Source: an optimization exercise on an open RTL-to-GDS flow (aim: small area and few clock cycles). Production flows keep margins and buffers that such runs may drop. Only simulation tests tie the RTL to the original design; equivalence was not proved. Power and IR drop assume default switching activity.

==> run a: inputs <==
==> flow/design.v (excerpt) <==
module akjtag_core (
    input  wire        clk,
    input  wire        rst,           
    input  wire        start,
    output wire        busy,
    output wire [2:0]  halt_cause,
    output reg  [7:0]  req_pos,
    output reg  [5:0]  resp_pos,
    output wire        req_rd,
    output wire [6:0]  req_addr,
    input  wire [31:0] req_rdata,
    output wire        resp_we,
    output wire [4:0]  resp_addr,
    output wire [31:0] resp_wdata,
    output reg         tck,
    output reg         tms,
    output reg         tdi,
    output wire        ntrst,
    input  wire        tdo
);
    localparam [31:0] FIRMWARE_VERSION = 32'h414B_0007;
    localparam [2:0] H_NONE     = 3'd0;
    localparam [2:0] H_END      = 3'd2;
    localparam [2:0] H_FAILURE  = 3'd3;
    localparam [2:0] H_REQ_OOB  = 3'd4;
    localparam [2:0] H_RESP_OOB = 3'd5;
    localparam [2:0] H_STATE_ID = 3'd6;
    localparam [2:0] H_LENGTH   = 3'd7;
    localparam [3:0] TLR = 4'd0;
    localparam [3:0] RTI = 4'd1;
    localparam [3:0] SDR = 4'd4;
    localparam [3:0] SIR = 4'd11;
    localparam [2:0] F_STOP  = 3'd0;    
    localparam [2:0] F_ISSUE = 3'd1;    
    localparam [2:0] F_OP    = 3'd2;    
    localparam [2:0] F_ARG   = 3'd3;    
    localparam [2:0] F_ARGG  = 3'd7;    
    localparam [2:0] F_LEN   = 3'd4;    
    localparam [2:0] F_END   = 3'd5;    
    localparam [2:0] F_PEND  = 3'd6;    
    localparam [2:0] B_IDLE  = 3'd0;
    localparam [2:0] B_MOVE  = 3'd1;    
    localparam [2:0] B_RST   = 3'd2;    
  ...
==> flow/config.mk <==
export PLATFORM = sky130hd
export DESIGN_NAME = akjtag_core
export DESIGN_NICKNAME = akjtag_core
export VERILOG_FILES = /design/flow/design.v
export SDC_FILE = /design/flow/constraint.sdc
export NUM_CORES = 4
export LEC_CHECK = 0
export ABC_AREA = 1
export CAP_MARGIN = 0
export CORE_MARGIN = 2
export CORE_UTILIZATION = 65
export CTS_BUF_LIST = sky130_fd_sc_hd__clkbuf_4 sky130_fd_sc_hd__clkbuf_8
export GPL_ROUTABILITY_DRIVEN = 0
export GPL_TIMING_DRIVEN = 0
export SLEW_MARGIN = 0
==> flow/constraint.sdc <==
create_clock -name core_clock -period 10.0 [get_ports {clk}]
set_input_delay 2.0000 -clock core_clock [delete_from_list [all_inputs] [get_ports {clk}]]
set_output_delay 2.0000 -clock core_clock [all_outputs]
set_load 0.01 [all_outputs]
standard.sh (not shown) runs the stock make flow with config.mk's settings and CLKGATE_MAP_FILE= SYNTH_SCRIPT=/design/flow/synth_recipe.tcl, a recipe that flattens the netlist after the stock synthesis.
==> flow/flow/run.sh <==
#!/bin/bash
# Layout: the standard flow (standard.sh) with these changes.
#  - Synthesis runs the same script (synth_recipe.tcl), but ABC maps the
#    combinational logic with an area-oriented script (flow/abc_area.script).
#    Flip-flops are mapped before ABC runs, so the registers are the standard
#    synthesis's (same names, count and cells).
#  - buffer_ports gives every input and output port a sky130_fd_sc_hd__buf_1.
#  - clock tree synthesis inserts no dummy loads.
# Each tool's full output is in orfs/logs/; make's output is in standard.log.
set -uo pipefail
HERE=$(pwd)
export MY_ABC_SCRIPT=$HERE/flow/abc_area.script
export FLOW_SYNTH_TCL=$HERE/synth_recipe.tcl
bash standard.sh finish SYNTH_SCRIPT=$HERE/flow/synth_area.tcl \
  "BUFFER_PORTS_ARGS=-buffer_cell sky130_fd_sc_hd__buf_1" \
  "CTS_ARGS=-sink_clustering_enable -repair_clock_nets -dont_use_dummy_load -buf_list {sky130_fd_sc_hd__clkbuf_4 sky130_fd_sc_hd__clkbuf_8} -sink_clustering_size 25" \
  > standard.log 2>&1
==> flow/flow/abc_area.script <==
strash
&get -n
&deepsyn -T 30
&dch -f
&nf -a -R 1000 -p
&put
topo
==> flow/flow/synth_area.tcl <==
# The standard flow's synthesis script (synth_recipe.tcl) with ABC's script for the
# combinational logic replaced by flow/abc_area.script.
proc abc {args} {
  set i [lsearch -exact $args -script]
  if {$i >= 0} {
    lset args [expr {$i + 1}] $::env(MY_ABC_SCRIPT)
  }
  yosys abc {*}$args
}
source $::env(FLOW_SYNTH_TCL)
==> run b (differences from run a) <==
--- a/flow/config.mk
+++ b/flow/config.mk
@@ -9,7 +9,5 @@
 export CAP_MARGIN = 0
 export CORE_MARGIN = 2
-export CORE_UTILIZATION = 65
+export CORE_UTILIZATION = 55
 export CTS_BUF_LIST = sky130_fd_sc_hd__clkbuf_4 sky130_fd_sc_hd__clkbuf_8
-export GPL_ROUTABILITY_DRIVEN = 0
-export GPL_TIMING_DRIVEN = 0
 export SLEW_MARGIN = 0
==> run c (differences from run a) <==
==> flow/flow/abc_area.script (replaced) <==
strash
&get -n
&deepsyn -T 30
&dch -f
&nf -a -R 1000 -p -F 20 -A 20
&put
topo
--- a/flow/config.mk
+++ b/flow/config.mk
@@ -9,7 +9,5 @@
 export CAP_MARGIN = 0
 export CORE_MARGIN = 2
-export CORE_UTILIZATION = 65
+export CORE_UTILIZATION = 55
 export CTS_BUF_LIST = sky130_fd_sc_hd__clkbuf_4 sky130_fd_sc_hd__clkbuf_8
-export GPL_ROUTABILITY_DRIVEN = 0
-export GPL_TIMING_DRIVEN = 0
 export SLEW_MARGIN = 0
==> notes <==
- Run c finished clean. Run b produced a clean layout. Run a completed with no timing, DRC or antenna violations.
- The highest final cell count belongs to run b, the lowest to run a.
- Global-route usage, lowest first: run c, run b, run a.
- In count of clock-buffer cells in the layout, run a and run c do not differ.
- Utilization, highest first: run a, run b, run c.
- Clock power is about the same in run b and run a.
- Fmax: run c > run b > run a.
- Die area, lowest first: run a, run c, run b.
- Between run c and run b, the lower synthesized area is in run c (gap about 0.22%, measured against run b).
- In run c the first-iteration DRC count is higher than in run b, by 2.2%.
- Routed wire length: run c < run a < run b.
- Clock skew: run c < run b < run a.
==> figures <==
Hold_ws: run a 0.457 ns; run b 0.460 ns; run c 0.455 ns
Outcome: run a complete, no violations; run b complete, no violations; run c complete, no violations
Most common cell in the netlist: run a nand2_1; run b nor2_1; run c nor2_1
Core Region: run a 8640 sq um; run b 10200 sq um; run c 10200 sq um
Placed cell count: run a 934; run b 951; run c 949
Sequential fraction of total cell area: run a 32.4%; run b 32.9%; run c 32.9%
Die outline width: run a 98.0 um; run b 106 um; run c 106 um
Switching pwr: run a 493 uW; run b 495 uW; run c 493 uW
Count of unique library cells instantiated by Yosys: run a 54; run b 55; run c 54
Critical Path Stages: run a 9; run b 10; run c 10
DP Wirelength: run a 13100 um; run b 12900 um; run c 12800 um
Post-synthesis instance area: run a 5750 sq um; run b 5740 sq um; run c 5730 sq um
Cell internal pwr: run a 722 uW; run b 709 uW; run c 711 uW
Layout Nets: run a 889; run b 878; run c 876
Final Instance Area: run a 6450 sq um; run b 6370 sq um; run c 6360 sq um
Non-Clock Buffer Count: run a 118; run b 108; run c 109
Footprint of the multi-input gates: run a 3490 sq um; run b 3480 sq um; run c 3460 sq um
Global routing met1 resource utilization: run a 44.1%; run b 44.4%; run c 45.3%
Worst slack after detailed placement: run a 3.24 ns; run b 3.60 ns; run c 3.65 ns
Synthesized Nets: run a 773; run b 772; run c 769
Clock-pin slew reported for the worst setup and hold paths after clock tree synthesis: run a 0.08 ns; run b 0.08 ns; run c 0.07 ns
Simple logic cell fraction of the synthesized area: run a 29.1%; run b 28.0%; run c 27.2%
DIE HEIGHT: run a 98.0 um; run b 106 um; run c 106 um
Testbench counts of run a, summed over its fixed seeds: cycles 114,576.
Testbench counts of run b, summed over its fixed seeds: cycles 114,576.
Testbench counts of run c, summed over its fixed seeds: cycles 114,576.

[static timing again, ports no longer ideal]
In the flow no input, the clock included, has a driving cell. The finished layouts below were timed again as built, in two steps.
Step 1 (the two cells are an assumption about what drives the block):
set clk [get_ports {clk}]
set_driving_cell -lib_cell sky130_fd_sc_hd__clkbuf_16 $clk
set_driving_cell -lib_cell sky130_fd_sc_hd__buf_2 [delete_from_list [all_inputs] $clk]
Step 2 times the ports against the registers' clock, not the clock port: input delays grow and output delays shrink by t, the midpoint of the rising clock arrivals with the driver on.
Three values: ideal, step 1, step 2; two values: the first two.
| run | t, ns | setup WS [ns] | latest minus earliest clock arrival (ns) |
|---|---|---|---|
| run a | 0.385 | 3.154 / 3.130 / 3.130 | 0.029 / 0.028 |
| run b | 0.389 | 3.488 / 3.468 / 3.468 | 0.024 / 0.024 |
| run c | 0.389 | 3.609 / 3.584 / 3.584 | 0.024 / 0.024 |
After both steps every run listed still meets setup and hold. For run c, which loses most, drivers alone change the setup slack by -0.025 ns; drivers and shift together by -0.025 ns.
